From an optimization exercise on the open Yosys and OpenROAD flow, aimed at small area, a short achievable clock period and few clock cycles; shortcuts taken in it are not production practice. RTL that was checked went through simulation tests only; none was proved equivalent to the original. For runs 1 and 2, only the layout was checked, not whether the RTL still works. No activity file was given, so power comes from the tool's default toggle rates.

===== design/flow/run.sh =====
#!/bin/bash
# synth_recipe.tcl (not shown) runs the flow's synth.tcl, then flattens the netlist and writes it again
# the make line also repeats each setting of config.mk as NAME=value (left out here)
make -C /OpenROAD-flow-scripts/flow DESIGN_CONFIG=/design/flow/config.mk WORK_HOME=/design/flow/orfs CLKGATE_MAP_FILE= SYNTH_SCRIPT=/design/flow/synth_recipe.tcl finish

===== design/flow/config.mk =====
export PLATFORM = sky130hd
export DESIGN_NAME = shtp_rx
export DESIGN_NICKNAME = shtp_rx
export VERILOG_FILES = /design/flow/design.v
export SDC_FILE = /design/flow/constraint.sdc
export NUM_CORES = 4
export LEC_CHECK = 0
export ABC_AREA = 1
export CAP_MARGIN = 20
export CORE_MARGIN = 2
export CORE_UTILIZATION = 45
export PLACE_DENSITY = 0.6
export SETUP_SLACK_MARGIN = 3.5
export SLEW_MARGIN = 20

===== design/flow/constraint.sdc =====
create_clock -name core_clock -period 8.0 [get_ports {clk}]
set_input_delay 1.6000 -clock core_clock [delete_from_list [all_inputs] [get_ports {clk}]]
set_output_delay 1.6000 -clock core_clock [all_outputs]
set_load 0.01 [all_outputs]

===== design/flow/design.v =====
module shtp_rx (
    input  wire        clk,
    input  wire        rst,
    input  wire        in_valid,
    input  wire [7:0]  in_data,
    output wire        in_ready,
    output wire        pkt_done,
    input  wire [7:0]  rd_id,
    output reg         rd_valid,
    output reg  [1:0]  rd_acc,
    output reg  [63:0] rd_w,
    output reg  [98:0] rd_conf,
    output wire [5:0]  stat,
    output reg         flag_id,
    output reg  [7:0]  pid_major,
    output reg  [7:0]  pid_minor,
    output reg  [31:0] pid_part,
    output reg  [31:0] pid_build,
    output reg  [15:0] pid_patch,
    output reg         cmdresp_valid,
    output reg  [7:0]  cmdresp_cmd,
    output reg  [7:0]  cmdresp_status,
    output reg         cal_started,
    output reg         dcd_saved
);
    localparam QN = 53;
    localparam [3:0] S_STEPS = 4'd11, S_STAB = 4'd12, S_SHAKE = 4'd13,
                     S_ACT = 4'd14, S_NONE = 4'd15;
    function [3:0] rt_slot(input [7:0] id);
        case (id)
            8'h01: rt_slot = 4'd0;
            8'h02: rt_slot = 4'd1;
            8'h03: rt_slot = 4'd2;
            8'h04: rt_slot = 4'd3;
            8'h05: rt_slot = 4'd4;
            8'h06: rt_slot = 4'd5;
            8'h08: rt_slot = 4'd6;
            8'h09: rt_slot = 4'd7;
            8'h14: rt_slot = 4'd8;
            8'h15: rt_slot = 4'd9;
            8'h16: rt_slot = 4'd10;
            8'h11: rt_slot = 4'd11;
            8'h13: rt_slot = 4'd12;
            8'h19: rt_slot = 4'd13;
            8'h1E: rt_slot = 4'd14;
            default: rt_slot = 4'd15;
        endcase
    endfunction
    function [4:0] rt_lm1(input [7:0] id);
        case (id)
            8'h01, 8'h02, 8'h03, 8'h04, 8'h06: rt_lm1 = 5'd9;
            8'h05, 8'h09:                      rt_lm1 = 5'd13;
            8'h08, 8'h11:                      rt_lm1 = 5'd11;
            8'h13, 8'h19:                      rt_lm1 = 5'd5;
            8'h14, 8'h15, 8'h16, 8'h1E,
            8'hF1, 8'hF8:                      rt_lm1 = 5'd15;
            8'hFA, 8'hFB:                      rt_lm1 = 5'd4;
            8'hFC:                             rt_lm1 = 5'd16;
            default:                           rt_lm1 = 5'd0;
        endcase
    endfunction
    function is_v4(input [3:0] sl);
        is_v4 = (sl == 4'd4) || (sl == 4'd6) || (sl == 4'd7);
    endfunction
    reg [7:0] q [0:QN-1];
    reg [5:0] wp, rp, fs;        
    reg       wph, rph, fsh;     
    reg [10:0] tok0, tok1;       
    reg [1:0]  tcnt;
    wire tok_full  = tcnt[1];
    wire tok_valid = (tcnt != 2'd0);
    wire q_full = (wp == rp) && (wph != rph);
    localparam [1:0] A_HDR = 2'd0, A_PAY = 2'd1, A_SKIP = 2'd2;
    reg [1:0]  ast;
    reg [1:0]  hcnt;
    reg [7:0]  hb0;
    reg [14:0] rem;              
    reg        h_zero, h_big, h_err;
    reg [4:0]  ao;               
    reg [4:0]  alm1;             
    reg [3:0]  aslot;
    reg        acmd, apid, agetf;
    reg        afail, afail_tb, afail_ur;
    reg        astop, acmd6, aurid;
    wire a_vec  = !acmd && !apid && !agetf && (aslot < 4'd11);
    wire a_v4   = a_vec && is_v4(aslot);
    reg  a_pat;
    always @(*) begin
        a_pat = 1'b0;
        if (ao == 5'd1)
            a_pat = 1'b1;
        else if (agetf)
            a_pat = 1'b0;
        else if (acmd)
            a_pat = (ao == 5'd2) || (ao == 5'd5);
        else if (apid)
            a_pat = (ao >= 5'd2) && (ao <= 5'd13);
        else if (a_vec)
            a_pat = (ao == 5'd2) || ((ao >= 5'd4) && (ao <= (a_v4 ? 5'd11 : 5'd9)));
        else case (aslot)
            S_STEPS: a_pat = (ao == 5'd8) || (ao == 5'd9);
            S_STAB, S_SHAKE: a_pat = (ao == 5'd4);
            S_ACT:   a_pat = (ao >= 5'd4) && (ao <= 5'd14);
            default: a_pat = 1'b0;
        endcase
    end
    wire a_live  = (ast == A_PAY) && !afail && !astop && (ao != 5'd0) && (aslot != S_NONE || acmd || apid || agetf);
    wire a_wpush = a_live && a_pat;        
    wire a_ends  = (ast == A_HDR) ? (hcnt == 2'd3 && (h_err || h_zero)) : (rem == 15'd1);
    assign in_ready = !(tok_full && a_ends) && !(q_full && a_wpush);
    wire acc = in_valid && in_ready;
    wire [4:0] id_lm1  = rt_lm1(in_data);
    wire       id_unk  = (id_lm1 == 5'd0);
    wire       id_trn  = !id_unk && (rem[6:0] <= {2'b00, id_lm1});
    wire       a_start = (ast == A_PAY) && !afail && (ao == 5'd0);
    wire       f_ur    = a_start && id_unk;
    wire       f_tb    = a_start && id_trn;
    wire [3:0] in_slot = rt_slot(in_data);
    wire [7:0] code    = agetf ? {4'b0001, in_slot} : {1'b0, apid, acmd, 1'b0, aslot};
    wire       push    = acc && a_wpush && !(agetf && in_slot == S_NONE);
    wire [7:0] pdata   = (ao == 5'd1) ? code : in_data;
    wire       last_pay = (rem == 15'd1);
    wire       wp_wrap  = (wp == QN - 1);
    wire [6:0] wp_inc   = wp_wrap ? {~wph, 6'd0} : {wph, wp + 6'd1};
    wire [6:0] wp_next  = push ? wp_inc : {wph, wp};
    reg        tpush;
    reg [10:0] tnew;
    always @(*) begin
        tpush = 1'b0;
        tnew  = {wp_next, 4'b0000};
        if (acc) begin
            case (ast)
                A_HDR: if (hcnt == 2'd3 && (h_err || h_zero)) begin
                    tpush = 1'b1;
                    tnew[0] = h_err;
                end
                A_PAY: if (last_pay) begin
                    tpush = 1'b1;
                    if (afail || f_ur || f_tb)
                        tnew[10:4] = {fsh, fs};
                    tnew[2] = afail_tb || f_tb;
                    tnew[1] = afail_ur || f_ur || (aurid && !afail && !f_tb);
                end
                A_SKIP: if (last_pay) begin
                    tpush = 1'b1;
                    tnew[3] = 1'b1;
                end
                default: ;
            endcase
        end
    end
    wire [7:0] e     = q[rp];
    wire       b_fin = tok_valid && ({rph, rp} == tok0[10:4]);
    wire       b_go  = tok_valid && !b_fin;
    reg        bdat;             
    reg [3:0]  bidx, blast;
    reg [3:0]  bslot;
    reg        bcmd, bpid, bskip;
    reg [10:0] page10;
    reg        done_r;
    assign pkt_done = done_r;
    reg st_mh, st_tb, st_urid, st_mr, st_csf, st_ovf;
    assign stat = {st_ovf, st_csf, st_mr, st_urid, st_tb, st_mh};
    reg [14:0] lr_valid;
    reg [15:0] vw0 [0:10];
    reg [15:0] vw1 [0:10];
    reg [15:0] vw2 [0:10];
    reg [15:0] vw3 [0:2];        
    reg [1:0]  vacc [0:10];
    reg [15:0] steps_count;
    reg [2:0]  stab_cls;
    reg        shake_det;
    reg [3:0]  act_ml;
    reg [10:0] act_conf [0:8];
    wire [3:0] c_slot = e[3:0];
    wire       c_cmd  = e[5];
    wire       c_pid  = e[6];
    wire       c_getf = e[4];
    reg [3:0] c_last;
    always @(*) begin
        if (c_cmd)                c_last = 4'd1;
        else if (c_pid)           c_last = 4'd11;
        else if (c_slot < 4'd11)  c_last = is_v4(c_slot) ? 4'd8 : 4'd6;
        else case (c_slot)
            S_STEPS: c_last = 4'd1;
            S_ACT:   c_last = 4'd10;
            default: c_last = 4'd0;
        endcase
    end
    wire       b_code = b_go && !bdat;
    wire       b_data = b_go && bdat;
    wire       zero   = b_code && c_getf;
    wire [3:0] wslot  = bdat ? bslot : c_slot;
    wire       b_vec  = !bcmd && !bpid && (bslot < 4'd11);
    wire [10:0] conf_new = page10 + {3'b000, e};
    wire [3:0] vidx   = bidx - 4'd1;    
    integer i;
    always @(posedge clk) begin
        if (rst) begin
            ast    <= A_HDR;
            hcnt   <= 2'd0;
            wp     <= 6'd0;  wph <= 1'b0;
            rp     <= 6'd0;  rph <= 1'b0;
            fs     <= 6'd0;  fsh <= 1'b0;
            tcnt   <= 2'd0;
            bdat   <= 1'b0;
            done_r <= 1'b0;
            st_mh  <= 1'b0;
            st_tb  <= 1'b0;
            st_urid <= 1'b0;
            st_mr  <= 1'b0;
            st_csf <= 1'b0;
            st_ovf <= 1'b0;
            lr_valid <= 15'd0;
            flag_id  <= 1'b0;
            cmdresp_valid <= 1'b0;
            cal_started   <= 1'b0;
            dcd_saved     <= 1'b0;
        end else begin
            if (acc) begin
                case (ast)
                    A_HDR: begin
                        hcnt <= hcnt + 2'd1;
                        case (hcnt)
                            2'd0: hb0 <= in_data;
                            2'd1: begin
                                rem    <= {in_data[6:0], hb0} - 15'd4;
                                h_zero <= ({in_data[6:0], hb0} <= 15'd4);
                                h_big  <= ({in_data[6:0], hb0} > 15'd68);
                            end
                            2'd2: h_err <= (in_data > 8'd5);
                            default: begin
                                if (!h_err && !h_zero)
                                    ast <= h_big ? A_SKIP : A_PAY;
                                ao    <= 5'd0;
                                fs    <= wp;
                                fsh   <= wph;
                                afail <= 1'b0;
                                afail_tb <= 1'b0;
                                afail_ur <= 1'b0;
                                astop <= 1'b0;
                                aurid <= 1'b0;
                            end
                        endcase
                    end
                    A_PAY: begin
                        rem <= rem - 15'd1;
                        if (last_pay)
                            ast <= A_HDR;
                        if (a_start) begin
                            if (f_ur || f_tb) begin
                                afail    <= 1'b1;
                                afail_ur <= f_ur;
                                afail_tb <= f_tb;
                                wp  <= fs;
                                wph <= fsh;
                            end
                            ao    <= 5'd1;
                            alm1  <= id_lm1;
                            aslot <= rt_slot(in_data);
                            acmd  <= (in_data == 8'hF1);
                            apid  <= (in_data == 8'hF8);
                            agetf <= (in_data == 8'hFC);
                            if ((in_data == 8'hFA || in_data == 8'hFB) && !astop)
                                aurid <= 1'b1;
                        end else if (!afail) begin
                            ao <= (ao == alm1) ? 5'd0 : ao + 5'd1;
                            if (agetf && ao == 5'd1 && in_slot == S_NONE && !astop)
                                aurid <= 1'b1;
                            if (acmd && ao == 5'd2)
                                acmd6 <= (in_data == 8'h06);
                            if (acmd && ao == 5'd5 && acmd6 && in_data != 8'h00)
                                astop <= 1'b1;
                        end
                        if (push) begin
                            q[wp] <= pdata;
                            {wph, wp} <= wp_inc;
                        end
                    end
                    A_SKIP: begin
                        rem <= rem - 15'd1;
                        if (last_pay)
                            ast <= A_HDR;
                    end
                    default: ast <= A_HDR;
                endcase
                if (tpush)
                    hcnt <= 2'd0;
            end
            if (b_fin)
                tok0 <= tcnt[1] ? tok1 : tnew;
            else if (tcnt == 2'd0)
                tok0 <= tnew;
            if (!tcnt[1])
                tok1 <= tnew;
            if (tpush && !b_fin)
                tcnt <= tcnt + 2'd1;
            else if (b_fin && !tpush)
                tcnt <= tcnt - 2'd1;
            done_r <= b_fin;
            if (b_fin) begin
                if (tok0[0]) st_mh   <= 1'b1;
                if (tok0[1]) st_urid <= 1'b1;
                if (tok0[2]) st_tb   <= 1'b1;
                if (tok0[3]) st_ovf  <= 1'b1;
            end
            if (b_go) begin
                if (rp == QN - 1) begin
                    rp  <= 6'd0;
                    rph <= ~rph;
                end else
                    rp <= rp + 6'd1;
            end
            if (b_code) begin
                bslot <= c_slot;
                bcmd  <= c_cmd;
                bpid  <= c_pid;
                blast <= c_last;
                bidx  <= 4'd0;
                bskip <= 1'b0;
                bdat  <= !c_getf;
                if (c_cmd)
                    cmdresp_valid <= 1'b1;
                else if (c_pid)
                    flag_id <= 1'b1;
                else if (c_getf || (c_slot != S_STAB && c_slot != S_ACT))
                    lr_valid[c_slot] <= 1'b1;
            end
            if (b_data) begin
                bidx <= bidx + 4'd1;
                if (bidx == blast)
                    bdat <= 1'b0;
                if (bcmd) begin
                    if (bidx == 4'd0)
                        cmdresp_cmd <= e;
                    else begin
                        cmdresp_status <= e;
                        if (cmdresp_cmd == 8'h07 && e == 8'h00)
                            cal_started <= 1'b1;
                        if (cmdresp_cmd == 8'h06) begin
                            if (e == 8'h00) dcd_saved <= 1'b1;
                            else            st_csf <= 1'b1;
                        end
                    end
                end else if (bpid) begin
                    case (bidx)
                        4'd0:  pid_major <= e;
                        4'd1:  pid_minor <= e;
                        4'd2:  pid_part[7:0]    <= e;
                        4'd3:  pid_part[15:8]   <= e;
                        4'd4:  pid_part[23:16]  <= e;
                        4'd5:  pid_part[31:24]  <= e;
                        4'd6:  pid_build[7:0]   <= e;
                        4'd7:  pid_build[15:8]  <= e;
                        4'd8:  pid_build[23:16] <= e;
                        4'd9:  pid_build[31:24] <= e;
                        4'd10: pid_patch[7:0]   <= e;
                        default: pid_patch[15:8] <= e;
                    endcase
                end else if (bslot == S_STAB) begin
                    if (e > 8'd4)
                        st_mr <= 1'b1;
                    else begin
                        lr_valid[S_STAB] <= 1'b1;
                        stab_cls <= e[2:0];
                    end
                end else if (bslot == S_ACT) begin
                    if (bidx == 4'd0)
                        page10 <= {1'b0, e[6:0], 3'b000} + {3'b000, e[6:0], 1'b0};
                    else if (bidx == 4'd1) begin
                        if (e > 8'd8) begin
                            st_mr <= 1'b1;
                            bskip <= 1'b1;
                        end else begin
                            lr_valid[S_ACT] <= 1'b1;
                            act_ml <= e[3:0];
                        end
                    end
                end
            end
        end
        for (i = 0; i < 11; i = i + 1) begin
            if (zero && c_slot == i) begin
                vacc[i] <= 2'b00;
                vw0[i]  <= 16'h0000;
                vw1[i]  <= 16'h0000;
                vw2[i]  <= 16'h0000;
            end else if (b_data && b_vec && bslot == i) begin
                case (bidx)
                    4'd0: vacc[i] <= e[1:0];
                    4'd1: vw0[i][7:0]  <= e;
                    4'd2: vw0[i][15:8] <= e;
                    4'd3: vw1[i][7:0]  <= e;
                    4'd4: vw1[i][15:8] <= e;
                    4'd5: vw2[i][7:0]  <= e;
                    4'd6: vw2[i][15:8] <= e;
                    default: ;
                endcase
            end
        end
        if (zero && c_slot == 4'd4) vw3[0] <= 16'h0000;
        else if (b_data && b_vec && bslot == 4'd4 && bidx == 4'd7) vw3[0][7:0]  <= e;
        else if (b_data && b_vec && bslot == 4'd4 && bidx == 4'd8) vw3[0][15:8] <= e;
        if (zero && c_slot == 4'd6) vw3[1] <= 16'h0000;
        else if (b_data && b_vec && bslot == 4'd6 && bidx == 4'd7) vw3[1][7:0]  <= e;
        else if (b_data && b_vec && bslot == 4'd6 && bidx == 4'd8) vw3[1][15:8] <= e;
        if (zero && c_slot == 4'd7) vw3[2] <= 16'h0000;
        else if (b_data && b_vec && bslot == 4'd7 && bidx == 4'd7) vw3[2][7:0]  <= e;
        else if (b_data && b_vec && bslot == 4'd7 && bidx == 4'd8) vw3[2][15:8] <= e;
        if (zero && c_slot == S_STEPS) steps_count <= 16'h0000;
        else if (b_data && !bcmd && !bpid && bslot == S_STEPS) begin
            if (bidx == 4'd0) steps_count[7:0]  <= e;
            else              steps_count[15:8] <= e;
        end
        if (zero && c_slot == S_STAB) stab_cls <= 3'd0;
        if (zero && c_slot == S_SHAKE) shake_det <= 1'b0;
        else if (b_data && !bcmd && !bpid && bslot == S_SHAKE) shake_det <= (e[2:0] != 3'd0);
        if (zero && c_slot == S_ACT) begin
            act_ml <= 4'd0;
            for (i = 0; i < 9; i = i + 1)
                act_conf[i] <= 11'h7FF;
        end else if (b_data && !bcmd && !bpid && bslot == S_ACT && !bskip) begin
            for (i = 0; i < 9; i = i + 1)
                if (bidx == i + 2)
                    act_conf[i] <= conf_new;
        end
    end
    wire [3:0] rd_slot = rt_slot(rd_id);
    always @(*) begin
        rd_valid = 1'b0;
        rd_acc   = 2'b00;
        rd_w     = 64'd0;
        rd_conf  = 99'd0;
        if (rd_slot != S_NONE && lr_valid[rd_slot]) begin
            rd_valid = 1'b1;
            if (rd_slot < 4'd11) begin
                rd_acc = vacc[rd_slot];
                rd_w[47:0] = {vw2[rd_slot], vw1[rd_slot], vw0[rd_slot]};
                if (rd_slot == 4'd4) rd_w[63:48] = vw3[0];
                if (rd_slot == 4'd6) rd_w[63:48] = vw3[1];
                if (rd_slot == 4'd7) rd_w[63:48] = vw3[2];
            end else if (rd_slot == S_STEPS) begin
                rd_w[15:0] = steps_count;
            end else if (rd_slot == S_STAB) begin
                rd_w[2:0] = stab_cls;
            end else if (rd_slot == S_SHAKE) begin
                rd_w[0] = shake_det;
            end else begin
                rd_w[3:0] = act_ml;
                for (i = 0; i < 9; i = i + 1)
                    rd_conf[11*i +: 11] = act_conf[i];
            end
        end
    end
endmodule

==> flow_summary_export.csv, run 1 <==
group,metric,value,unit
status,status,"complete, no violations",
timing,tns,0,ns
die,die_h,376,um
synthesis,synth_top_family_by_area,"simple AND/OR/NAND/NOR gates",
die,die_area,141000,um^2
timing,worstMarginPinSlew,1.15,ns
route,avgRoutedWirePerCell,23.7,um
global_route,grt_max_degree,68,
pwr,p_clk_share,46.3,%
final_layout,fillCellCount,12000,
placement,preCtsSetupSlack,0.501,ns
setup_path,reg2reg_slack,3.63,ns
route,avgViaCountPerCell,5.86,
route,via_count,56100,
setup_path,cp_data_arrival_time,4.26,ns
die,die_w,376,um
final_layout,seqCellArea,34600,um^2
timing,min_period,5.86,ns
route,final_antenna_net_count,0,
cts,clock_path_buffers,3,
global_route,grt_pass1_vias,51700,
pwr,p_comb_share,4.7,%
synthesis,synth_edf_count,632,
die,rows,136,
cts,cts_tree,"built",
final_layout,drive_gt1_share,17.4,%
placement,dp_hpwl,132000,um
synthesis,yosysUniqueCellTypes,63,
route,first_pass_iters,7,
cts,numCtsBuffers,152,
pwr,cellPowerDensity,199,nW/um^2
synthesis,avgSynthCellArea,8.50,um^2
pwr,max-vdd-ir-drop,0.176,mV
synthesis,synth-seq-cells,1413,
setup_path,max_stage_delay,0.28,ns
die,start_util,45.2,%
cts,h-tree-depth,4,
route,drc_errors,0,
timing,post-route-worst-setup-slack,2.14,ns
synthesis,synth_compound_area_share,15.5,%
timing,slew_viol_final,0,
placement,port_buffers,308,
cts,insertion_delay,0.81,ns
die,io_pins,309,
synthesis,synthCells,7305,
timing,setup_violations,0,
placement,gp_congestion,0.914,
setup_path,crit_chain,"buf_12, inv_12, ha_4, nand2_4, nand2_4, o211ai_1, nand2_4, nor2_4, buf_4, buf_12, buf_12, buf_16, nand3_1, nand2_1, a21oi_2, nand4_1, o21ai_0, nor2_2, buf_2",
worst_hold_path,hp-class,"flop to flop",
synthesis,syn_area,62100,um^2
timing,fmax,171,MHz
setup_path,cp.required,6.40,ns
synthesis,synth_most_common_cell,"nand2_1",
timing,min_period_over_period,73.3,%
pwr,p_sw_share,23.0,%
synthesis,synth-xor-area-share,0.649,%
timing,slew_headroom,22.9,%
global_route,grt_pass1_wl,330000,um
final_layout,finalNetCount,7739,
synthesis,synthesis.yosys.warnings,7,
synthesis,synth.mux.area_fraction,0,%
synthesis,async_flop_share,0,%
global_route,grt-ovfl-total,0,
route,drt_iter0_markers,6602,
global_route,antenna_found_initial,3,
final_layout,area_delta_synth_final,25.3,%
cts,clock-sinks,1413,
synthesis,yosysTopAreaCellShare,30.6,%
job,maxCapViolCount,0,
setup_path,cp-end-kind,"output pin",
cts,path_clk_slew,0.06,ns
setup_path,startpoint_type,"input pin",
synthesis,synth_fa_ha_area_share,1.33,%
timing,skew,0.0292,ns
synthesis,yosysSeqAreaShare,55.7,%
die,core_area,137000,um^2
timing,hold_violations,0,
synthesis,synth_common_cells,"1796 x nand2_1, 781 x dfxtp_1, 763 x a21oi_1",
pwr,seqPwrFrac,49.0,%
route,wl,227000,um
synthesis,synth_area_leaders,"edfxtp_1 31%, dfxtp_1 25%, nand2_1 11%",
global_route,track_usage,30.8,%
pwr,intPower,11.9,mW
setup_path,cpMaxStageDelayCell,"nor2_2",
synthesis,ys.flop_type,"dfxtp_1",
cts,clockRootBuffer,"clkbuf_16",
setup_path,crit_type,"input pin to output pin",
synthesis,syn_nets,7389,
pwr,p_leak,29.0,nW
setup_path,cp_max_fo,7,
pwr,power.switching,3.56,mW
final_layout,multiInputGateArea,27000,um^2
synthesis,synth_top_area_cell,"edfxtp_1",
timing,rsz0062_at_grt,"yes",
synthesis,synth_simple_gate_area_share,20.8,%
[registers in the layout, summed over array words and instances (netlist names), 10 cells and up, named ones only]
signal / flops
tok0: 11
pid_patch: 16
vw3: 48
vacc: 22
vw0: 176
act_conf: 99
q: 424
vw2: 176
steps_count: 16
tok1: 11
pid_part: 32
vw1: 176
pid_build: 32
page10: 10
lr_valid: 15
rem: 15
[worst paths after layout]
| path | from | to | depth (start not counted) |
|---|---|---|---|
| hold reg to reg | cal_started | cal_started | 2 |
| hold / removal | cal_started | cal_started | 2 |
| setup reg to reg | flop | vw2[4][1] | 12 |
| setup / recovery | rd_id[0] | rd_w[5] | 19 |
[worst max-delay path: cells and delay by family]
kind | cells | cell delay (ns)
fa+ha+maj | 1 | 0.15
buf+inv | 7 | 0.93
simple gates | 8 | 1.11
compound gates | 3 | 0.43
[cells by family (layout without fill, tap and decap cells)]
logic type / count (synthesis) / count (layout)
AND/OR/NAND/NOR: 3127 / 3135
buffers and inverters: 886 / 1354
adder cells (fa/ha/maj): 65 / 65
other: 0 / 1
AO/OA/AOI/OAI: 1768 / 1768
XOR/XNOR: 46 / 46
flip-flops: 1413 / 1413
[cells in the final DEF, fill, tap and decap left out, drive strengths merged, types with 10 or more instances in the layout]
cell type / instances
nor4: 10
a32o: 17
clkdlybuf4s50: 124
nand3: 382
a31oi: 11
xor2: 31
a21oi: 764
o211ai: 133
or2: 18
dfxtp: 781
clkbuf: 231
buf: 498
ha: 63
bufinv: 10
nand2: 1824
xnor2: 15
nand4: 77
nor2: 691
o21ai: 690
a22o: 19
inv: 401
nor3: 113
edfxtp: 632
clkinv: 70
o22ai: 83
[area by class of cell]
cell class | instances | share of cell area (%)
repair inverters | 10 | 0.207
inverters | 408 | 2.20
repair buffers | 656 | 9.08
clock buffers | 209 | 5.60
clock inverters | 71 | 0.832
multi-input cells | 5014 | 34.7
flip-flops and latches | 1413 | 44.5
diodes | 1 | 0.00321
well taps | 1794 | 2.88
[metal layers]
layer,wire [um],track usage [%]
met2,105000,49.2
met5,0,0
met1,90300,40.6
met4,11400,14.6
met3,20400,5.33
[metrics by stage]
step / area [um^2] / hold slack, ns / total power [mW] / std cells / util (%)
after floorplan: 63700 / 0.429 / 8.10 / 7305 / -
after global placement: 68000 / 0.441 / 8.33 / 9059 / 49.5
after detailed placement: 68000 / 0.440 / 8.33 / 9059 / 49.5
after CTS: 76600 / 0.449 / 15.5 / 9516 / 55.8
after global routing: 77900 / 0.470 / 15.8 / 9575 / 56.7
final: 77900 / 0.451 / 15.5 / 9576 / 56.7
[power groups by stage]
| stage | Sequential [mW] | Clock [mW] | Combinational (mW) |
|---|---|---|---|
| floorplan | 7.73 | 0 | 0.362 |
| global placement | 7.74 | 0 | 0.587 |
| detailed placement | 7.74 | 0 | 0.591 |
| CTS | 7.58 | 7.22 | 0.686 |
| global route | 7.58 | 7.49 | 0.771 |
| finish | 7.58 | 7.16 | 0.731 |
[timing repair]
action | 4_1_cts | 5_1_grt
pin swaps | 89 | 83
hold buffers | 0 | 0
buffers inserted | 141 | 43
gates cloned | 36 | 15
resized for setup | 1026 | 372
setup endpoints to repair | 1390 | 975
endpoints found under the hold margin | 0 | 0
==> inputs of run 2 (changes only) <==
==> design/flow/config.mk (replaced) <==
export PLATFORM = sky130hd
export DESIGN_NAME = shtp_rx
export DESIGN_NICKNAME = shtp_rx
export VERILOG_FILES = /design/flow/design.v
export SDC_FILE = /design/flow/constraint.sdc
export NUM_CORES = 4
export LEC_CHECK = 0
export CAP_MARGIN = 20
export CORE_MARGIN = 2
export CORE_UTILIZATION = 30
export PLACE_DENSITY = 0.5
export SETUP_SLACK_MARGIN = 3.5
export SLEW_MARGIN = 20
==> run 2 against run 1 <==
Effect of this change:
- global-route usage down 9.4 points
- clock skew up 0.030 ns
- sequential power about the same
- critical path depth down 3
- area after synthesis down 4.3%
- first-iteration DRC count down 33%
==> flow_summary_export.csv, run 2 <==
group,metric,value,unit
final_layout,final_common_cell,"nor2_1",
route,avgRoutedWirePerCell,26.0,um
setup_path,crit_chain,"buf_12, inv_12, ha_4, or3_4, a21oi_4, o311a_4, buf_12, buf_6, buf_6, nor3_4, buf_12, buf_16, a222oi_1, nand2_1, a2bb2oi_4, buf_6",
die,core_area,197000,um^2
global_route,grt_pass1_vias,44100,
synthesis,yosysTopAreaCellShare,31.9,%
worst_hold_path,worstHoldStart,"lr_valid[13]",
route,via_count,46400,
placement,placed_cell_area,66200,um^2
cts,ctsHoldBuffers,0,
timing,slew_viol_final,0,
status,status,"complete, no violations",
final_layout,area_delta_synth_final,31.9,%
cts,cts_tree,"built",
synthesis,yosysSeqAreaShare,58.2,%
final_layout,stdcell_area,78400,um^2
pwr,max-vdd-ir-drop,0.158,mV
placement,dp_hpwl,129000,um
setup_path,cp_data_arrival_time,4.49,ns
route,wl,226000,um
global_route,grt-ovfl-total,0,
cts,clock_path_buffers,3,
synthesis,synthesis.yosys.warnings,7,
synthesis,yosysUniqueCellTypes,94,
worst_hold_path,hold_end,"lr_valid[13]",
synthesis,synth_top_area_cell,"edfxtp_1",
die,die_area,202000,um^2
setup_path,r2r_cells,16,
setup_path,startpoint,"rd_id[0]",
global_route,track_usage,21.3,%
die,die_h,449,um
synthesis,synth_most_common_cell,"nor2_1",
final_layout,finalNetCount,5995,
final_layout,largest_reg_flops,424,
final_layout,layout.cells.non_filler,8684,
final_layout,utilization,39.8,%
pwr,p_leak,26.1,nW
route,final_antenna_net_count,0,
final_layout,drive_gt1_share,27.2,%
timing,rsz0062_at_grt,"yes",
setup_path,reg2reg_slack,3.56,ns
route,avgViaCountPerCell,5.34,
route,drc_errors,0,
synthesis,syn_area,59400,um^2
final_layout,fillCellCount,18900,
setup_path,worst-path-buf-inv,8,
final_layout,final_cell_mix,"888 x nor2_1, 778 x dfxtp_1, 632 x edfxtp_1",
global_route,grt_max_degree,67,
setup_path,cp.required,6.40,ns
placement,port_buffers,308,
cts,clock-sinks,1413,
timing,setup_violations,0,
timing,min_period_over_period,76.2,%
timing,slew_headroom,20.1,%
synthesis,async_flop_share,0,%
die,io_pins,309,
synthesis,avgSynthCellArea,11.1,um^2
setup_path,cp-end-kind,"output pin",
cts,insertion_delay,0.85,ns
die,die_w,449,um
cts,numCtsBuffers,160,
die,start_util,30.2,%
worst_hold_path,hp-class,"flop to flop",
placement,dp.cells,8038,
timing,tns,0,ns
synthesis,ys.flop_type,"dfxtp_1",
timing,worstMarginPinSlew,1.20,ns
setup_path,cp_max_fo,7,
setup_path,cpMaxStageDelayCell,"a222oi_1",
setup_path,max_stage_delay,0.56,ns
synthesis,synthCells,5372,
route,first_pass_iters,6,
setup_path,r2r_end,"act_conf[6][9]",
global_route,grt_pass1_wl,320000,um
setup_path,startpoint_type,"input pin",
synthesis,synth_edf_count,632,
final_layout,regMostFlops,"q",
setup_path,path_delay_family,"compound AO/OA/AOI/OAI gates",
worst_hold_path,holdPathStages,1,
global_route,antenna_found_initial,13,
synthesis,synth_area_leaders,"edfxtp_1 32%, dfxtp_1 26%, nor2_1 6.2%",
timing,min_period,6.09,ns
synthesis,synth_common_cells,"989 x nor2_1, 781 x dfxtp_1, 632 x edfxtp_1",
die,rows,163,
timing,fmax,164,MHz
timing,skew,0.0591,ns
cts,path_clk_slew,0.06,ns
synthesis,synth-seq-cells,1413,
setup_path,crit_type,"input pin to output pin",
synthesis,syn_nets,5456,
job,maxCapViolCount,0,
timing,hold_violations,0,
placement,gp_congestion,0.835,
route,drt_iter0_markers,4416,
pwr,cellPowerDensity,195,nW/um^2
cts,clockRootBuffer,"clkbuf_16",
timing,hold-worst-slack,0.464,ns
cts,h-tree-depth,4,
==> run 2: metal layers <==
metal	global-route usage (%)	routed length, um	vias up
met4	7.35	7710	4
met3	4.06	15200	361
li1	-	-	21100
met5	0	27	-
met2	33.7	104000	1800
met1	29.1	98700	23100
==> run 2: worst max-delay path by stage <==
| stage | to | slack [ns] | cells past startpoint |
|---|---|---|---|
| 2_1_floorplan | rd_conf[88] | 2.50 | 12 |
| 3_3_place_gp | rd_acc[0] | 0.52 | 13 |
| 3_5_place_dp | rd_w[7] | 0.47 | 11 |
| 4_1_cts | rd_w[23] | 1.97 | 18 |
| 5_1_grt | rd_w[6] | 1.87 | 16 |
| 6_report | rd_w[6] | 1.91 | 16 |
==> run 2: stage by stage <==
stage                     setup slack [ns]  power, mW
after floorplan                       2.50       7.88
after global placement               0.518       7.98
after detailed placement             0.466       7.98
after CTS                             1.97       15.4
after global routing                  1.87       15.7
final                                 1.91       15.3
==> run 2: kinds of logic (layout without fill, tap and decap cells) <==
kind of cell	count (synthesis)	count (layout)	synth area share, %
buffers and inverters	517	1180	3.81
flip-flops	1413	1413	58.2
other	0	2	0
AND/OR/NAND/NOR	1757	1761	12.8
multiplexers	192	192	5.42
XOR/XNOR	70	70	1.03
AO/OA/AOI/OAI	1358	1361	17.3
adder cells (fa/ha/maj)	65	65	1.39
==> run 2: worst register-to-register path: cells and delay by family, from the launching register on <==
| kind | cells | cell delay (ns) |
|---|---|---|
| multiplexers | 2 | 0.46 |
| adder cells (fa/ha/maj) | 1 | 0.31 |
| AO/OA/AOI/OAI | 6 | 1.34 |
| flip-flops | 1 | 0.37 |
| XOR/XNOR | 1 | 0.30 |
| buffers and inverters | 6 | 1.50 |
==> run 2: final cells by class <==
| class | count | area (um^2) | area share, % |
|---|---|---|---|
| Sequential cell | 1413 | 34600 | 44.2 |
| Multi-Input combinational cell | 3449 | 26000 | 33.1 |
| Timing Repair Buffer | 811 | 8900 | 11.4 |
| Clock buffer | 212 | 4370 | 5.57 |
| Tap cell | 2640 | 3300 | 4.21 |
| Clock inverter | 81 | 883 | 1.13 |
| Inverter | 76 | 340 | 0.434 |
| Antenna cell | 2 | 5.00 | 0.00638 |
==> run 2: timing repair <==
action                      CTS  global route
gates resized for setup    1119           320
pin swaps                   118           106
gates cloned                 39            13
setup endpoints to repair  1428           758
buffers inserted            181           114
==> run 2: report_power, final <==
group          leakage [nW]  internal [mW]  switching (mW)
Combinational          11.5          0.128           0.203
Clock                  2.57           4.15            3.22
Sequential             12.0           7.55          0.0240
Total                  26.1           11.8            3.45
==> inputs of run 3 (changes only) <==
--- a/design/flow/design.v
+++ b/design/flow/design.v
@@ -24,6 +24,7 @@
     output reg         dcd_saved
 );
     localparam QN = 53;
+    localparam TN = 2;           
     localparam [3:0] S_STEPS = 4'd11, S_STAB = 4'd12, S_SHAKE = 4'd13,
                      S_ACT = 4'd14, S_NONE = 4'd15;
     function [3:0] rt_slot(input [7:0] id);
@@ -65,10 +66,11 @@
     reg [7:0] q [0:QN-1];
     reg [5:0] wp, rp, fs;        
     reg       wph, rph, fsh;     
-    reg [10:0] tok0, tok1;       
-    reg [1:0]  tcnt;
-    wire tok_full  = tcnt[1];
-    wire tok_valid = (tcnt != 2'd0);
+    reg [TN*11-1:0] tok;         
+    reg [2:0]       tcnt;
+    wire tok_full  = (tcnt == TN);
+    wire tok_valid = (tcnt != 3'd0);
+    wire [10:0] tok0 = tok[10:0];
     wire q_full = (wp == rp) && (wph != rph);
     localparam [1:0] A_HDR = 2'd0, A_PAY = 2'd1, A_SKIP = 2'd2;
     reg [1:0]  ast;
@@ -202,7 +204,7 @@
             wp     <= 6'd0;  wph <= 1'b0;
             rp     <= 6'd0;  rph <= 1'b0;
             fs     <= 6'd0;  fsh <= 1'b0;
-            tcnt   <= 2'd0;
+            tcnt   <= 3'd0;
             bdat   <= 1'b0;
             done_r <= 1'b0;
             st_mh  <= 1'b0;
@@ -287,16 +289,13 @@
                 if (tpush)
                     hcnt <= 2'd0;
             end
-            if (b_fin)
-                tok0 <= tcnt[1] ? tok1 : tnew;
-            else if (tcnt == 2'd0)
-                tok0 <= tnew;
-            if (!tcnt[1])
-                tok1 <= tnew;
-            if (tpush && !b_fin)
-                tcnt <= tcnt + 2'd1;
-            else if (b_fin && !tpush)
-                tcnt <= tcnt - 2'd1;
+            if (b_fin) begin
+                tok <= tok >> 11;
+                if (tpush)
+                    tok[(tcnt - 3'd1)*11 +: 11] <= tnew;
+            end else if (tpush)
+                tok[tcnt*11 +: 11] <= tnew;
+            tcnt <= tcnt + {2'b00, tpush} - {2'b00, b_fin};
             done_r <= b_fin;
             if (b_fin) begin
                 if (tok0[0]) st_mh   <= 1'b1;
--- a/design/flow/config.mk
+++ b/design/flow/config.mk
@@ -9,5 +9,4 @@
 export CORE_MARGIN = 2
 export CORE_UTILIZATION = 30
 export PLACE_DENSITY = 0.5
-export SETUP_SLACK_MARGIN = 3.5
 export SLEW_MARGIN = 20
==> run 3 against run 2 <==
Effect of this change:
- count of clock-buffer cells in the layout increased by 21
- power barely moved
- sequential share of layout area up 2.3 points
- non-clock buffer count shrank 333
- critical path type unchanged
- critical endpoint is now rd_w[7]
==> flow_summary_export.csv, run 3 <==
group,metric,value,unit
final_layout,final_cell_mix,"779 x dfxtp_1, 729 x nor2_1, 632 x edfxtp_1",
route,avgViaCountPerCell,5.33,
placement,dp_hpwl,142000,um
synthesis,syn_nets,5924,
setup_path,startpoint_type,"input pin",
final_layout,stdcell_area,74600,um^2
final_layout,final_common_cell,"dfxtp_1",
placement,placed_cell_area,69300,um^2
timing,min_period_over_period,98.4,%
synthesis,synth_fa_ha_area_share,1.90,%
timing,skew,0.0465,ns
synthesis,synth_top_family_by_area,"simple AND/OR/NAND/NOR gates",
pwr,max-vdd-ir-drop,0.224,mV
synthesis,synth_area_leaders,"edfxtp_1 30%, dfxtp_1 25%, mux2i_1 6.6%",
global_route,grt_pass1_vias,45600,
final_layout,finalNetCount,6119,
synthesis,synth_most_common_cell,"dfxtp_1",
route,drc_errors,0,
cts,clockRootBuffer,"clkbuf_16",
setup_path,cp-end-kind,"output pin",
cts,insertion_delay,0.82,ns
route,first_pass_iters,6,
final_layout,drive_gt1_share,11.0,%
setup_path,cp_data_arrival_time,6.27,ns
synthesis,async_flop_share,0,%
timing,slew_viol_final,0,
synthesis,avgSynthCellArea,10.8,um^2
setup_path,crit_chain,"clkdlybuf4s50_1, inv_1, ha_1, a221oi_1, nand3_1, buf_4, nand2b_1, nor2_4, buf_4, a22o_1, a221o_1, a2111oi_1, a311oi_1, buf_4, clkdlybuf4s50_1",
final_layout,area_delta_synth_final,19.0,%
route,avgRoutedWirePerCell,24.3,um
route,drt_iter0_markers,4713,
die,rows,167,
cts,clock_path_buffers,3,
pwr,p_total,15.3,mW
final_layout,largest_reg_flops,424,
status,status,"complete, no violations",
die,die_area,213000,um^2
global_route,grtUsageMet3,2.86,%
synthesis,synth_simple_gate_area_share,13.7,%
timing,slew_headroom,22.5,%
synthesis,synth-xor-area-share,1.12,%
cts,h-tree-depth,4,
synthesis,synth-seq-cells,1414,
setup_path,crit_type,"input pin to output pin",
timing,setup_violations,0,
placement,gp_congestion,0.918,
timing,rsz0062_at_grt,"no",
synthesis,synth_edf_count,632,
timing,min_period,7.87,ns
synthesis,synth_top_area_cell,"edfxtp_1",
synthesis,yosysTopAreaCellShare,30.3,%
die,core_area,207000,um^2
cts,cts_tree,"built",
global_route,grt_max_degree,100,
final_layout,regMostFlops,"q",
pwr,p_leak,26.8,nW
placement,port_buffers,308,
timing,worstMarginPinSlew,1.16,ns
synthesis,synthCells,5812,
synthesis,synthesis.yosys.warnings,7,
synthesis,ys.flop_type,"dfxtp_1",
synthesis,synth_compound_area_share,12.8,%
route,final_antenna_net_count,0,
global_route,grt_util_met2,32.8,%
setup_path,cp.required,6.40,ns
route,wl,217000,um
global_route,track_usage,19.9,%
timing,post-route-worst-setup-slack,0.131,ns
job,maxCapViolCount,0,
pwr,cellPowerDensity,205,nW/um^2
die,io_pins,309,
synthesis,syn_area,62700,um^2
timing,fmax,127,MHz
setup_path,cp_max_fo,10,
cts,numCtsBuffers,162,
global_route,grt_pass1_wl,317000,um
global_route,antenna_found_initial,2,
worst_hold_path,hp-class,"flop to flop",
placement,dp.cells,8631,
placement,preCtsSetupSlack,0.0999,ns
timing,tns,0,ns
final_layout,layout.cells.non_filler,8927,
setup_path,crit_top_cell,"buf_4",
global_route,grtUsageMet1,27.0,%
synthesis,synth_common_cells,"782 x dfxtp_1, 744 x nor2_1, 632 x edfxtp_1",
setup_path,cpMaxStageDelayCell,"a2111oi_1",
cts,post_cts_buffers,0,
synthesis,yosysSeqAreaShare,55.2,%
cts,clock-sinks,1414,
cts,path_clk_slew,0.06,ns
global_route,grt-ovfl-total,0,
synthesis,synth.mux.area_fraction,11.9,%
final_layout,fillCellCount,20400,
synthesis,yosysUniqueCellTypes,101,
route,via_count,47500,
die,start_util,30.2,%
global_route,busiest_layer,"met2",
timing,hold_violations,0,
setup_path,max_stage_delay,0.70,ns
die,die_w,461,um
die,die_h,461,um
run 3: cell type report:
cell class / count / area (um^2) / share of cell area, %
flip-flops and latches: 1414 / 34600 / 46.4
multi-input cells: 3878 / 26300 / 35.3
clock buffers: 233 / 4640 / 6.22
repair buffers: 478 / 4580 / 6.14
well taps: 2788 / 3490 / 4.67
clock inverters: 62 / 652 / 0.874
inverters: 73 / 274 / 0.367
diodes: 1 / 2.50 / 0.00335
run 3: worst max-delay path, delay by kind of cell:
family | cells | cell delay (ns)
buf+inv | 6 | 1.94
fa+ha+maj | 1 | 0.25
compound gates | 5 | 1.81
simple gates | 3 | 0.66
run 3: layer usage:
| layer | share of wire (%) | wire, um |
|---|---|---|
| met2 | 47 | 103000 |
| met3 | 6.0 | 13000 |
| met1 | 44 | 96000 |
| met4 | 2.4 | 5150 |
| met5 | 0 | 0 |
run 3: worst paths after layout:
path / start / endpoint / slack (ns) / cells after the start
hold reg to reg: vw1[1][0] / vw1[1][0] / 0.46 / 2
hold / removal: vw1[1][0] / vw1[1][0] / 0.46 / 2
setup / recovery: rd_id[0] / rd_w[7] / 0.13 / 15
setup reg to reg: tcnt[1] / tok[7] / 0.51 / 22
run 3: logic make-up (layout without fill, tap and decap cells):
kind of cell,after synthesis,after routing
flops,1414,1414
simple gates,1922,1922
other cells,0,1
compound gates,1213,1213
fa+ha+maj,93,93
xor+xnor,79,79
buf+inv,520,846
mux,571,571
run 3: through the flow:
| step | util (%) | hold WS [ns] |
|---|---|---|
| global placement | 33.4 | 0.442 |
| finish | 36.0 | 0.456 |
| detailed placement | 33.4 | 0.447 |
| global route | 36.0 | 0.468 |
| floorplan | - | 0.420 |
| CTS | 36.0 | 0.455 |
run 3: repair_timing:
item,4_1_cts,5_1_grt
hold buffers,0,0
resized for setup,0,2
setup endpoints to repair,0,2
run 3: power by group:
group          switching (mW)  internal [mW]
combinational           0.217          0.107
clock                    3.13           4.25
sequential             0.0201           7.55
total                    3.36           11.9
Testbench counts of run 3, summed over its fixed seeds: cycles 55,123.
==> inputs of run 4 (changes only) <==
--- a/design/flow/design.v
+++ b/design/flow/design.v
@@ -24,7 +24,6 @@
     output reg         dcd_saved
 );
     localparam QN = 53;
-    localparam TN = 2;           
     localparam [3:0] S_STEPS = 4'd11, S_STAB = 4'd12, S_SHAKE = 4'd13,
                      S_ACT = 4'd14, S_NONE = 4'd15;
     function [3:0] rt_slot(input [7:0] id);
@@ -66,24 +65,24 @@
     reg [7:0] q [0:QN-1];
     reg [5:0] wp, rp, fs;        
     reg       wph, rph, fsh;     
-    reg [TN*11-1:0] tok;         
-    reg [2:0]       tcnt;
-    wire tok_full  = (tcnt == TN);
-    wire tok_valid = (tcnt != 3'd0);
-    wire [10:0] tok0 = tok[10:0];
+    reg [10:0] tok0, tok1;       
+    reg [1:0]  tcnt;
+    wire tok_full  = tcnt[1];
+    wire tok_valid = (tcnt != 2'd0);
     wire q_full = (wp == rp) && (wph != rph);
     localparam [1:0] A_HDR = 2'd0, A_PAY = 2'd1, A_SKIP = 2'd2;
     reg [1:0]  ast;
     reg [1:0]  hcnt;
     reg [7:0]  hb0;
     reg [14:0] rem;              
+    reg        rem1;             
     reg        h_zero, h_big, h_err;
     reg [4:0]  ao;               
     reg [4:0]  alm1;             
     reg [3:0]  aslot;
     reg        acmd, apid, agetf;
     reg        afail, afail_tb, afail_ur;
-    reg        astop, acmd6, aurid;
+    reg        astop, acmd6, anone;
     wire a_vec  = !acmd && !apid && !agetf && (aslot < 4'd11);
     wire a_v4   = a_vec && is_v4(aslot);
     reg  a_pat;
@@ -106,9 +105,9 @@
             default: a_pat = 1'b0;
         endcase
     end
-    wire a_live  = (ast == A_PAY) && !afail && !astop && (ao != 5'd0) && (aslot != S_NONE || acmd || apid || agetf);
+    wire a_live  = (ast == A_PAY) && !afail && !astop && (ao != 5'd0);
     wire a_wpush = a_live && a_pat;        
-    wire a_ends  = (ast == A_HDR) ? (hcnt == 2'd3 && (h_err || h_zero)) : (rem == 15'd1);
+    wire a_ends  = (ast == A_HDR) ? (hcnt == 2'd3 && (h_err || h_zero)) : rem1;
     assign in_ready = !(tok_full && a_ends) && !(q_full && a_wpush);
     wire acc = in_valid && in_ready;
     wire [4:0] id_lm1  = rt_lm1(in_data);
@@ -118,10 +117,10 @@
     wire       f_ur    = a_start && id_unk;
     wire       f_tb    = a_start && id_trn;
     wire [3:0] in_slot = rt_slot(in_data);
-    wire [7:0] code    = agetf ? {4'b0001, in_slot} : {1'b0, apid, acmd, 1'b0, aslot};
-    wire       push    = acc && a_wpush && !(agetf && in_slot == S_NONE);
+    wire [7:0] code    = agetf ? {4'b0001, in_slot} : {anone, apid, acmd, 1'b0, aslot};
+    wire       push    = acc && a_wpush;
     wire [7:0] pdata   = (ao == 5'd1) ? code : in_data;
-    wire       last_pay = (rem == 15'd1);
+    wire       last_pay = rem1;
     wire       wp_wrap  = (wp == QN - 1);
     wire [6:0] wp_inc   = wp_wrap ? {~wph, 6'd0} : {wph, wp + 6'd1};
     wire [6:0] wp_next  = push ? wp_inc : {wph, wp};
@@ -141,7 +140,7 @@
                     if (afail || f_ur || f_tb)
                         tnew[10:4] = {fsh, fs};
                     tnew[2] = afail_tb || f_tb;
-                    tnew[1] = afail_ur || f_ur || (aurid && !afail && !f_tb);
+                    tnew[1] = afail_ur || f_ur;
                 end
                 A_SKIP: if (last_pay) begin
                     tpush = 1'b1;
@@ -151,18 +150,22 @@
             endcase
         end
     end
-    wire [7:0] e     = q[rp];
     wire       b_fin = tok_valid && ({rph, rp} == tok0[10:4]);
-    wire       b_go  = tok_valid && !b_fin;
+    wire       b_pop = tok_valid && !b_fin;
+    reg [7:0]  e;                
+    reg        f_v;              
+    reg        f_fin;            
+    reg [3:0]  f_st;             
+    wire       b_go = f_v;
     reg        bdat;             
     reg [3:0]  bidx, blast;
     reg [3:0]  bslot;
     reg        bcmd, bpid, bskip;
     reg [10:0] page10;
-    reg        done_r;
-    assign pkt_done = done_r;
+    assign pkt_done = f_fin;
     reg st_mh, st_tb, st_urid, st_mr, st_csf, st_ovf;
-    assign stat = {st_ovf, st_csf, st_mr, st_urid, st_tb, st_mh};
+    wire [3:0] fst = f_fin ? f_st : 4'b0000;
+    assign stat = {st_ovf | fst[3], st_csf, st_mr, st_urid | fst[1], st_tb | fst[2], st_mh | fst[0]};
     reg [14:0] lr_valid;
     reg [15:0] vw0 [0:10];
     reg [15:0] vw1 [0:10];
@@ -178,6 +181,7 @@
     wire       c_cmd  = e[5];
     wire       c_pid  = e[6];
     wire       c_getf = e[4];
+    wire       c_none = e[7];
     reg [3:0] c_last;
     always @(*) begin
         if (c_cmd)                c_last = 4'd1;
@@ -204,9 +208,10 @@
             wp     <= 6'd0;  wph <= 1'b0;
             rp     <= 6'd0;  rph <= 1'b0;
             fs     <= 6'd0;  fsh <= 1'b0;
-            tcnt   <= 3'd0;
+            tcnt   <= 2'd0;
             bdat   <= 1'b0;
-            done_r <= 1'b0;
+            f_v    <= 1'b0;
+            f_fin  <= 1'b0;
             st_mh  <= 1'b0;
             st_tb  <= 1'b0;
             st_urid <= 1'b0;
@@ -227,6 +232,7 @@
                             2'd0: hb0 <= in_data;
                             2'd1: begin
                                 rem    <= {in_data[6:0], hb0} - 15'd4;
+                                rem1   <= ({in_data[6:0], hb0} == 15'd5);
                                 h_zero <= ({in_data[6:0], hb0} <= 15'd4);
                                 h_big  <= ({in_data[6:0], hb0} > 15'd68);
                             end
@@ -241,12 +247,12 @@
                                 afail_tb <= 1'b0;
                                 afail_ur <= 1'b0;
                                 astop <= 1'b0;
-                                aurid <= 1'b0;
                             end
                         endcase
                     end
                     A_PAY: begin
-                        rem <= rem - 15'd1;
+                        rem  <= rem - 15'd1;
+                        rem1 <= (rem == 15'd2);
                         if (last_pay)
                             ast <= A_HDR;
                         if (a_start) begin
@@ -263,12 +269,9 @@
                             acmd  <= (in_data == 8'hF1);
                             apid  <= (in_data == 8'hF8);
                             agetf <= (in_data == 8'hFC);
-                            if ((in_data == 8'hFA || in_data == 8'hFB) && !astop)
-                                aurid <= 1'b1;
+                            anone <= (in_data == 8'hFA || in_data == 8'hFB);
                         end else if (!afail) begin
                             ao <= (ao == alm1) ? 5'd0 : ao + 5'd1;
-                            if (agetf && ao == 5'd1 && in_slot == S_NONE && !astop)
-                                aurid <= 1'b1;
                             if (acmd && ao == 5'd2)
                                 acmd6 <= (in_data == 8'h06);
                             if (acmd && ao == 5'd5 && acmd6 && in_data != 8'h00)
@@ -280,7 +283,8 @@
                         end
                     end
                     A_SKIP: begin
-                        rem <= rem - 15'd1;
+                        rem  <= rem - 15'd1;
+                        rem1 <= (rem == 15'd2);
                         if (last_pay)
                             ast <= A_HDR;
                     end
@@ -289,21 +293,25 @@
                 if (tpush)
                     hcnt <= 2'd0;
             end
-            if (b_fin) begin
-                tok <= tok >> 11;
-                if (tpush)
-                    tok[(tcnt - 3'd1)*11 +: 11] <= tnew;
-            end else if (tpush)
-                tok[tcnt*11 +: 11] <= tnew;
-            tcnt <= tcnt + {2'b00, tpush} - {2'b00, b_fin};
-            done_r <= b_fin;
-            if (b_fin) begin
-                if (tok0[0]) st_mh   <= 1'b1;
-                if (tok0[1]) st_urid <= 1'b1;
-                if (tok0[2]) st_tb   <= 1'b1;
-                if (tok0[3]) st_ovf  <= 1'b1;
+            if (b_fin)
+                tok0 <= tcnt[1] ? tok1 : tnew;
+            else if (tcnt == 2'd0)
+                tok0 <= tnew;
+            if (!tcnt[1])
+                tok1 <= tnew;
+            if (tpush && !b_fin)
+                tcnt <= tcnt + 2'd1;
+            else if (b_fin && !tpush)
+                tcnt <= tcnt - 2'd1;
+            f_v   <= b_pop;
+            f_fin <= b_fin;
+            if (f_fin) begin
+                if (f_st[0]) st_mh   <= 1'b1;
+                if (f_st[1]) st_urid <= 1'b1;
+                if (f_st[2]) st_tb   <= 1'b1;
+                if (f_st[3]) st_ovf  <= 1'b1;
             end
-            if (b_go) begin
+            if (b_pop) begin
                 if (rp == QN - 1) begin
                     rp  <= 6'd0;
                     rph <= ~rph;
@@ -317,12 +325,14 @@
                 blast <= c_last;
                 bidx  <= 4'd0;
                 bskip <= 1'b0;
-                bdat  <= !c_getf;
+                bdat  <= !c_getf && !c_none;
+                if (c_none || (c_getf && c_slot == S_NONE))
+                    st_urid <= 1'b1;
                 if (c_cmd)
                     cmdresp_valid <= 1'b1;
                 else if (c_pid)
                     flag_id <= 1'b1;
-                else if (c_getf || (c_slot != S_STAB && c_slot != S_ACT))
+                else if (!c_none && c_slot != S_NONE && (c_getf || (c_slot != S_STAB && c_slot != S_ACT)))
                     lr_valid[c_slot] <= 1'b1;
             end
             if (b_data) begin
@@ -378,8 +388,10 @@
                 end
             end
         end
+        e    <= q[rp];
+        f_st <= tok0[3:0];
         for (i = 0; i < 11; i = i + 1) begin
-            if (zero && c_slot == i) begin
+            if (zero && c_slot == i) begin   
                 vacc[i] <= 2'b00;
                 vw0[i]  <= 16'h0000;
                 vw1[i]  <= 16'h0000;
@@ -424,31 +436,40 @@
                     act_conf[i] <= conf_new;
         end
     end
-    wire [3:0] rd_slot = rt_slot(rd_id);
+    wire        rd_hz = (rd_id[7:5] == 3'b000);
+    wire [14:0] rd_hit;
+    assign rd_hit[0]  = rd_hz && rd_id[4:0] == 5'h01;
+    assign rd_hit[1]  = rd_hz && rd_id[4:0] == 5'h02;
+    assign rd_hit[2]  = rd_hz && rd_id[4:0] == 5'h03;
+    assign rd_hit[3]  = rd_hz && rd_id[4:0] == 5'h04;
+    assign rd_hit[4]  = rd_hz && rd_id[4:0] == 5'h05;
+    assign rd_hit[5]  = rd_hz && rd_id[4:0] == 5'h06;
+    assign rd_hit[6]  = rd_hz && rd_id[4:0] == 5'h08;
+    assign rd_hit[7]  = rd_hz && rd_id[4:0] == 5'h09;
+    assign rd_hit[8]  = rd_hz && rd_id[4:0] == 5'h14;
+    assign rd_hit[9]  = rd_hz && rd_id[4:0] == 5'h15;
+    assign rd_hit[10] = rd_hz && rd_id[4:0] == 5'h16;
+    assign rd_hit[11] = rd_hz && rd_id[4:0] == 5'h11;
+    assign rd_hit[12] = rd_hz && rd_id[4:0] == 5'h13;
+    assign rd_hit[13] = rd_hz && rd_id[4:0] == 5'h19;
+    assign rd_hit[14] = rd_hz && rd_id[4:0] == 5'h1E;
+    wire [14:0] rd_sel = rd_hit & lr_valid;
     always @(*) begin
-        rd_valid = 1'b0;
+        rd_valid = |rd_sel;
         rd_acc   = 2'b00;
         rd_w     = 64'd0;
         rd_conf  = 99'd0;
-        if (rd_slot != S_NONE && lr_valid[rd_slot]) begin
-            rd_valid = 1'b1;
-            if (rd_slot < 4'd11) begin
-                rd_acc = vacc[rd_slot];
-                rd_w[47:0] = {vw2[rd_slot], vw1[rd_slot], vw0[rd_slot]};
-                if (rd_slot == 4'd4) rd_w[63:48] = vw3[0];
-                if (rd_slot == 4'd6) rd_w[63:48] = vw3[1];
-                if (rd_slot == 4'd7) rd_w[63:48] = vw3[2];
-            end else if (rd_slot == S_STEPS) begin
-                rd_w[15:0] = steps_count;
-            end else if (rd_slot == S_STAB) begin
-                rd_w[2:0] = stab_cls;
-            end else if (rd_slot == S_SHAKE) begin
-                rd_w[0] = shake_det;
-            end else begin
-                rd_w[3:0] = act_ml;
-                for (i = 0; i < 9; i = i + 1)
-                    rd_conf[11*i +: 11] = act_conf[i];
-            end
+        for (i = 0; i < 11; i = i + 1) begin
+            rd_acc     = rd_acc     | ({2{rd_sel[i]}}  & vacc[i]);
+            rd_w[47:0] = rd_w[47:0] | ({48{rd_sel[i]}} & {vw2[i], vw1[i], vw0[i]});
         end
+        rd_w[63:48] = ({16{rd_sel[4]}} & vw3[0]) | ({16{rd_sel[6]}} & vw3[1]) |
+                      ({16{rd_sel[7]}} & vw3[2]);
+        rd_w[15:0]  = rd_w[15:0] | ({16{rd_sel[S_STEPS]}} & steps_count)
+                                 | ({16{rd_sel[S_STAB]}}  & {13'd0, stab_cls})
+                                 | ({16{rd_sel[S_SHAKE]}} & {15'd0, shake_det})
+                                 | ({16{rd_sel[S_ACT]}}   & {12'd0, act_ml});
+        for (i = 0; i < 9; i = i + 1)
+            rd_conf[11*i +: 11] = {11{rd_sel[S_ACT]}} & act_conf[i];
     end
 endmodule
--- a/design/flow/config.mk
+++ b/design/flow/config.mk
@@ -7,6 +7,7 @@
 export LEC_CHECK = 0
 export CAP_MARGIN = 20
 export CORE_MARGIN = 2
-export CORE_UTILIZATION = 30
-export PLACE_DENSITY = 0.5
+export CORE_UTILIZATION = 40
+export PLACE_DENSITY = 0.55
+export SETUP_SLACK_MARGIN = 3.6
 export SLEW_MARGIN = 20
==> run 4 against run 3 <==
Effect of this change:
- count of clock-buffer cells in the layout decreased by 12
- sequential power up 1%
- fmax is 49% higher
- global-route usage increased by 8.0 points
- clock power is 0.7% lower
- power is essentially flat
- combinational power down 6.8%
- register-to-register slack better by 3.2 ns
- design area fell by 0.34%
- first-iteration DRC count grew 21%
- area after synthesis down 5.4%
- largest cell class unchanged
- largest power group unchanged
==> flow_summary_export.csv, run 4 <==
group,metric,value,unit
synthesis,avgSynthCellArea,10.7,um^2
cts,insertion_delay,0.82,ns
timing,skew,0.0438,ns
final_layout,largest_reg_flops,424,
pwr,intPower,12.0,mW
route,drt_iter0_markers,5689,
synthesis,yosysTopAreaCellShare,32.1,%
pwr,p_leak,26.1,nW
route,avgRoutedWirePerCell,27.3,um
job,maxCapViolCount,0,
pwr,p_clk_share,48.0,%
global_route,busiest_layer,"met2",
cts,path_clk_slew,0.06,ns
synthesis,yosysUniqueCellTypes,91,
cts,clockRootBuffer,"clkbuf_16",
route,avgViaCountPerCell,5.96,
final_layout,drive_gt1_share,21.8,%
timing,rsz0062_at_grt,"yes",
die,io_pins,309,
final_layout,finalNetCount,5970,
synthesis,synth_top_area_cell,"edfxtp_1",
setup_path,cp_max_fo,4,
pwr,p_sw_share,21.7,%
die,die_h,389,um
pwr,p_comb_share,2.0,%
timing,tns,0,ns
global_route,grtUsageMet1,38.5,%
route,first_pass_iters,9,
setup_path,cp_data_arrival_time,3.69,ns
final_layout,utilization,50.4,%
cts,ctsHoldBuffers,0,
global_route,antenna_found_initial,4,
global_route,track_usage,27.9,%
timing,fmax,189,MHz
final_layout,seqCellArea,34800,um^2
setup_path,cp-end-kind,"output pin",
final_layout,area_delta_synth_final,25.5,%
synthesis,syn_area,59300,um^2
pwr,seqPwrFrac,50.1,%
die,start_util,40.2,%
route,drc_errors,0,
setup_path,worst-path-buf-inv,7,
final_layout,final_common_cell,"dfxtp_1",
synthesis,synthCells,5520,
setup_path,cpMaxStageDelayCell,"and3_4",
worst_hold_path,hp-class,"flop to flop",
synthesis,synth_common_cells,"788 x dfxtp_1, 759 x nand2_1, 633 x edfxtp_1",
route,via_count,47400,
synthesis,synthesis.yosys.warnings,7,
setup_path,max_stage_delay,0.26,ns
timing,worstMarginPinSlew,1.23,ns
global_route,grt_pass1_vias,44600,
cts,clock-sinks,1421,
status,status,"complete, no violations",
timing,slew_viol_final,0,
timing,setup_violations,0,
placement,dp_hpwl,120000,um
placement,gp_congestion,0.831,
pwr,cellPowerDensity,205,nW/um^2
die,die_area,151000,um^2
timing,min_period_over_period,66.1,%
setup_path,path_delay_family,"simple AND/OR/NAND/NOR gates",
cts,numCtsBuffers,157,
global_route,grt_pass1_wl,313000,um
route,final_antenna_net_count,0,
setup_path,startpoint_type,"input pin",
synthesis,synth_edf_count,633,
cts,h-tree-depth,4,
setup_path,crit_chain,"buf_6, nor3_4, buf_12, nor3b_4, buf_4, and3_4, buf_12, buf_12, buf_6, a22o_1, a221oi_2, and3_1, nand2_2, buf_6",
die,core_area,147000,um^2
synthesis,synth-seq-cells,1421,
final_layout,regMostFlops,"q",
synthesis,async_flop_share,0,%
timing,slew_headroom,17.8,%
global_route,grt_max_degree,91,
synthesis,synth_most_common_cell,"dfxtp_1",
synthesis,ys.flop_type,"dfxtp_1",
final_layout,layout.cells.non_filler,7947,
setup_path,crit_type,"input pin to output pin",
cts,clock_path_buffers,3,
setup_path,cp.required,6.40,ns
global_route,grtUsageMet3,7.17,%
synthesis,yosysSeqAreaShare,58.7,%
pwr,max-vdd-ir-drop,0.151,mV
placement,dp.cells,7390,
final_layout,fillCellCount,13100,
timing,min_period,5.29,ns
die,die_w,389,um
synthesis,synth_area_leaders,"edfxtp_1 32%, dfxtp_1 27%, mux4_2 5.2%",
route,wl,217000,um
die,rows,141,
global_route,grt_util_met2,42.7,%
final_layout,multiInputGateArea,24100,um^2
global_route,grt-ovfl-total,0,
timing,hold_violations,0,
pwr,p_total,15.3,mW
pwr,power.switching,3.31,mW
final_layout,final_cell_mix,"777 x dfxtp_1, 737 x nand2_1, 633 x edfxtp_1",
synthesis,syn_nets,5599,
cts,cts_tree,"built",
placement,port_buffers,308,
run 4: cell count changes in the layout (fill, tap and decap cells not counted), moves of 48 or more:
| cell | previous run | this run |
|---|---|---|
| a21oi_1 | 375 | 572 |
| a221oi_2 | 0 | 48 |
| a31oi_1 | 69 | 8 |
| and2_1 | 125 | 7 |
| and2_4 | 0 | 102 |
| buf_6 | 0 | 205 |
| clkdlybuf4s50_1 | 307 | 124 |
| mux2i_1 | 413 | 123 |
| nand2_1 | 578 | 737 |
| nand3_1 | 176 | 544 |
| nor2_1 | 729 | 324 |
| o21ai_0 | 196 | 53 |
run 4: power by group through the flow:
stage,logic [mW],registers [mW],clock network (mW)
2_1_floorplan,0.192,7.78,0
3_3_place_gp,0.280,7.80,0
3_5_place_dp,0.286,7.81,0
4_1_cts,0.297,7.65,7.42
5_1_grt,0.327,7.65,7.71
6_report,0.301,7.65,7.33
run 4: area by class of cell:
class	instances	share of cell area (%)
Antenna cell	1	0.00336
Clock buffer	221	6.06
Clock inverter	63	0.885
Inverter	71	0.379
Multi-Input combinational cell	3566	32.4
Sequential cell	1421	46.8
Tap cell	1930	3.25
Timing Repair Buffer	674	10.2
run 4: final timing paths:
check,from,end,slack [ns],cells after the start
setup / recovery,rd_id[7],rd_acc[1],2.71,14
hold / removal,tok0[2],f_st[2],0.34,0
setup reg to reg,aslot[3],q[7][2],3.73,11
hold reg to reg,tok0[2],f_st[2],0.34,0
run 4: logic make-up after synthesis:
| kind of cell | after synthesis | share of synthesized area (%) |
|---|---|---|
| flip-flops | 1421 | 58.7 |
| buffers and inverters | 544 | 3.54 |
| adder cells (fa/ha/maj) | 60 | 1.29 |
| XOR/XNOR | 72 | 1.06 |
| AO/OA/AOI/OAI | 1103 | 12.0 |
| AND/OR/NAND/NOR | 2044 | 15.8 |
| multiplexers | 276 | 7.59 |
run 4: timing repair:
item | in CTS | in global routing
gates resized for setup | 1032 | 275
pin swaps | 97 | 114
cloned | 38 | 3
buffers inserted | 193 | 38
endpoints found under the setup margin | 483 | 378
run 4: layer usage:
layer  wire, um  vias up
met1      90400    23500
met5         66        -
met3      22200      453
li1           -    20900
met2      97600     2501
met4       6860       10
run 4: per-stage QoR:
step                worst slack (ns)  cell area [um^2]  hold WS, ns
floorplan                       3.45             60000        0.323
global placement                1.45             64500        0.326
detailed placement              1.42             64500        0.329
CTS                             2.73             73200        0.342
global route                    2.65             74400        0.352
finish                          2.71             74400        0.341
Testbench counts of run 4, summed over its fixed seeds: cycles 55,125.

[separate check: timing with driven ports]
No port has a modelled driver above. Below, the same layouts with a new extraction and two added sets of constraints. Step 1, drivers: a clkbuf_16 drives clk and a buf_2 each remaining input, both assumed. Step 2 times the ports against the registers' clock, not the clock port: input delays grow and output delays shrink by t, the midpoint of the rising clock arrivals with the driver on. Three values: ideal ports, drivers, drivers and shift; two values: the first two.
| run | t (ns) | slack for setup (ns) | worst setup path after step 2 | clock arrival spread, ns | worst data-port slew with drivers (ns) |
|---|---|---|---|---|---|
| run 1 | 0.867 | 2.136 / 2.048 / 2.048 | input to output | 0.029 / 0.029 | 0.08 |
| run 2 | 0.899 | 1.905 / 1.783 / 1.783 | input to output | 0.067 / 0.067 | 0.13 |
| run 3 | 0.877 | 0.131 / 0.104 / 0.104 | input to output | 0.047 / 0.047 | 0.06 |
| run 4 | 0.880 | 2.708 / 2.665 / 2.665 | input to output | 0.045 / 0.046 | 0.13 |
After both steps setup and hold are still met in every run listed. The setup slack of run 2, which loses most, moves by -0.122 ns with the drivers and by -0.122 ns with both steps.
